Source: an optimization exercise on an open RTL-to-GDS flow (aim: small area). Production flows keep margins and buffers that such runs may drop. Only simulation tests tie the RTL to the original design; equivalence was not proved. No activity file was given, so power comes from the tool's default toggle rates.

alpha:
// lamppwm
module lamppwm (
    input  wire        clk,
    input  wire        por,
    input  wire        btn,
    input  wire        bg_tick,
    output wire        led,
    output wire        pwm_en,
    output wire        bg_run,
    output wire [1:0]  sleep_o,
    output wire        periph_clk_en,
    output wire [12:0] op_trace
);
Size in the first run: roughly 220 cells after synthesis, about 23 I/O pins.
export LEC_CHECK = 0
export CAP_MARGIN = 20
export CORE_MARGIN = 2
export CORE_UTILIZATION = 40
export PLACE_DENSITY = 0.6
export SLEW_MARGIN = 20
create_clock -name core_clock -period 10.0 [get_ports {clk}]
standard.sh (not shown) runs the stock make flow with config.mk's settings and CLKGATE_MAP_FILE= SYNTH_SCRIPT=/design/flow/synth_recipe.tcl, a recipe that flattens the netlist after the stock synthesis.
==> flow/flow/run.sh <==
#!/bin/bash
# The standard layout flow (standard.sh) with two changes: the ports are
# buffered with the smallest buffer, and CTS uses no dummy loads.
export BUFFER_PORTS_ARGS="-buffer_cell sky130_fd_sc_hd__buf_1"
export CTS_ARGS="-sink_clustering_enable -repair_clock_nets -dont_use_dummy_load -buf_list sky130_fd_sc_hd__clkbuf_4 -sink_clustering_size 12"
bash standard.sh > standard.log 2>&1
The following lists how beta was set up differently from alpha:
==> flow/flow/run.sh <==
#!/bin/bash
# The standard layout flow (standard.sh) with three changes:
# - synthesis maps the combinational logic for area (flow/synth.tcl);
# - the ports are buffered with the smallest buffer;
# - CTS inserts no dummy loads and uses small clock buffers.
# Each tool's full output goes to the ORFS logs; make's output to flow.log.
set -euo pipefail
sed "s#SYNTH_SCRIPT=[^ ]*#SYNTH_SCRIPT=$PWD/flow/synth.tcl#" standard.sh > own_standard.sh
grep -q "SYNTH_SCRIPT=$PWD/flow/synth.tcl" own_standard.sh
export BUFFER_PORTS_ARGS="-buffer_cell sky130_fd_sc_hd__buf_1"
export CTS_ARGS="-sink_clustering_enable -repair_clock_nets -dont_use_dummy_load -buf_list sky130_fd_sc_hd__clkbuf_4 -sink_clustering_size 12"
bash own_standard.sh > flow.log 2>&1
==> flow/flow/area.abc (new file) <==
strash
dch
amap
topo
==> flow/flow/synth.tcl (new file) <==
# The standard flow's synthesis script (synth_recipe.tcl) with two changes to the mapping
# of the combinational logic: ORFS's ABC step uses the area-oriented ABC
# script area.abc beside this file instead of ORFS's speed script, and
# adders are not extracted into half/full-adder cells first (ABC maps that
# logic itself). The registers, and everything else, are unchanged.
set own_abc_script [file join [file dirname [file normalize [info script]]] area.abc]
proc synth {args} { yosys synth -nofsm -noshare {*}$args }
proc abc {args} {
  set i [lsearch -exact $args -script]
  if { $i >= 0 } {
    lset args [expr { $i + 1 }] $::own_abc_script
  }
  yosys abc {*}$args
}
proc extract_fa {args} {}
source $::env(SCRIPTS_DIR)/synth.tcl
# left out here: clear keep_hierarchy, flatten, clean up, hide names made inside functions, write 1_2_yosys.v
Findings:
- Both conditions hold for beta: the flow ran to the end and the final layout passed the timing, design-rule and antenna checks.
- Compared with alpha, largest voltage drop on the vdd net in beta decreased by more than 10%.
- beta ended up with a higher final HPWL from detailed placement than alpha did.
- When beta is set beside alpha, its non-clock buffer count turns out to be 1 larger.
- beta: power 0.000010 W below alpha
- Cell class ranked first by area = registers: beta; cell class ranked first by area = multi-input gates: alpha

lamppwm, a different RTL version from the one above (not shown whole).
Size: roughly 200 cells after synthesis, roughly 38 flip-flops, ~23 I/O pins, roughly 1600 µm² of cells after synthesis.
export LEC_CHECK = 0
export CAP_MARGIN = 20
export CORE_MARGIN = 2
export CORE_UTILIZATION = 40
export PLACE_DENSITY = 0.6
export SLEW_MARGIN = 20
create_clock -name core_clock -period 10.0 [get_ports {clk}]
==> flow/flow/run.sh <==
#!/bin/bash
# The standard layout flow (standard.sh) with three changes:
# - synthesis maps the combinational logic for area (flow/synth.tcl);
# - the ports are buffered with the smallest buffer;
# - CTS inserts no dummy loads and uses small clock buffers.
# Each tool's full output goes to the ORFS logs; make's output to flow.log.
set -euo pipefail
sed "s#SYNTH_SCRIPT=[^ ]*#SYNTH_SCRIPT=$PWD/flow/synth.tcl#" standard.sh > own_standard.sh
grep -q "SYNTH_SCRIPT=$PWD/flow/synth.tcl" own_standard.sh
export BUFFER_PORTS_ARGS="-buffer_cell sky130_fd_sc_hd__buf_1"
export CTS_ARGS="-sink_clustering_enable -repair_clock_nets -dont_use_dummy_load -buf_list sky130_fd_sc_hd__clkbuf_4 -sink_clustering_size 12"
bash own_standard.sh > flow.log 2>&1
==> flow/flow/area.abc <==
strash
&get -n
&deepsyn -T 120
&put
dch
amap
topo
==> flow/flow/synth.tcl <==
# The standard flow's synthesis script (synth_recipe.tcl) with two changes to the mapping
# of the combinational logic: ORFS's ABC step uses the area-oriented ABC
# script area.abc beside this file instead of ORFS's speed script, and
# adders are not extracted into half/full-adder cells first (ABC maps that
# logic itself). area.abc first restructures the logic with &deepsyn (a
# 120-second search), then maps it for area. The registers, and everything
# else, are unchanged.
set own_abc_script [file join [file dirname [file normalize [info script]]] area.abc]
proc synth {args} { yosys synth -nofsm -noshare {*}$args }
proc abc {args} {
  set i [lsearch -exact $args -script]
  if { $i >= 0 } {
    lset args [expr { $i + 1 }] $::own_abc_script
  }
  yosys abc {*}$args
}
proc extract_fa {args} {}
source $::env(SCRIPTS_DIR)/synth.tcl
# left out here: clear keep_hierarchy, flatten, clean up, hide names made inside functions, write 1_2_yosys.v
The baseline ran to the end with no violations.
Then changed:
==> flow/flow/area.abc (replaced) <==
strash
dch
amap
topo
--- a/flow/flow/synth.tcl
+++ b/flow/flow/synth.tcl
@@ -4,5 +4,3 @@
 # adders are not extracted into half/full-adder cells first (ABC maps that
-# logic itself). area.abc first restructures the logic with &deepsyn (a
-# 120-second search), then maps it for area. The registers, and everything
-# else, are unchanged.
+# logic itself). The registers, and everything else, are unchanged.
 set own_abc_script [file join [file dirname [file normalize [info script]]] area.abc]
Effect: Utilization drops by 1.3 points; maximum frequency drops by 1.5%; first-iteration DRC count came out higher by about 80%; routed wire length increases by about 6%; register-to-register slack improves by 0.05 ns; setup slack got worse by 0.059 ns; final area came out higher by about 4%; sequential share of layout area goes down by 1.6 points; global-route usage drops by 0.33 points; die area went up by about 4%; via count goes up by about 10%.
Then changed:
==> flow/flow/area.abc (replaced) <==
strash
&get -n
&deepsyn -T 120
&put
dch
amap
topo
--- a/flow/flow/synth.tcl
+++ b/flow/flow/synth.tcl
@@ -4,3 +4,5 @@
 # adders are not extracted into half/full-adder cells first (ABC maps that
-# logic itself). The registers, and everything else, are unchanged.
+# logic itself). area.abc first restructures the logic with &deepsyn (a
+# 120-second search), then maps it for area. The registers, and everything
+# else, are unchanged.
 set own_abc_script [file join [file dirname [file normalize [info script]]] area.abc]
Settings changed: GPL_TIMING_DRIVEN set to 0.
=> Design area falls by 3.0%; register-to-register slack loses 0.73 ns; non-clock buffer count rises by 2.

[what the ideal ports hide]
The flow's constraints put no driver on any port. The routed layouts listed below were extracted and timed again, unchanged, in two steps.
Step 1 sets driving cells, clkbuf_16 on the clock port and buf_2 on the other inputs (assumed; they add their load-dependent delay and slew).
Step 2 also shifts input and output timing later by t, the mid clock arrival at the registers, as if the neighbouring blocks saw the same clock.
Slacks: no drivers / after step 1 / after step 2; pairs: no drivers / after step 1.
run | t, ns | setup WS [ns] | latest minus earliest clock arrival (ns) | slew at the worst register clock pin (ns) | worst slew at a driven data input, ns
alpha | 0.359 | 5.780 / 5.756 / 6.115 | 0.023 / 0.023 | 0.11 / 0.11 | 0.03
beta | 0.363 | 6.000 / 5.976 / 6.339 | 0.014 / 0.014 | 0.11 / 0.11 | 0.03
the first run of note 2 | 0.353 | 6.008 / 5.980 / 6.333 | 0.029 / 0.029 | 0.12 / 0.12 | 0.03
the second run of note 2 | 0.346 | 5.949 / 5.922 / 6.268 | 0.014 / 0.015 | 0.10 / 0.10 | 0.03
the third run of note 2 | 0.345 | 5.868 / 5.844 / 6.188 | 0.015 / 0.015 | 0.10 / 0.10 | 0.03
After both steps every run listed still meets setup and hold.
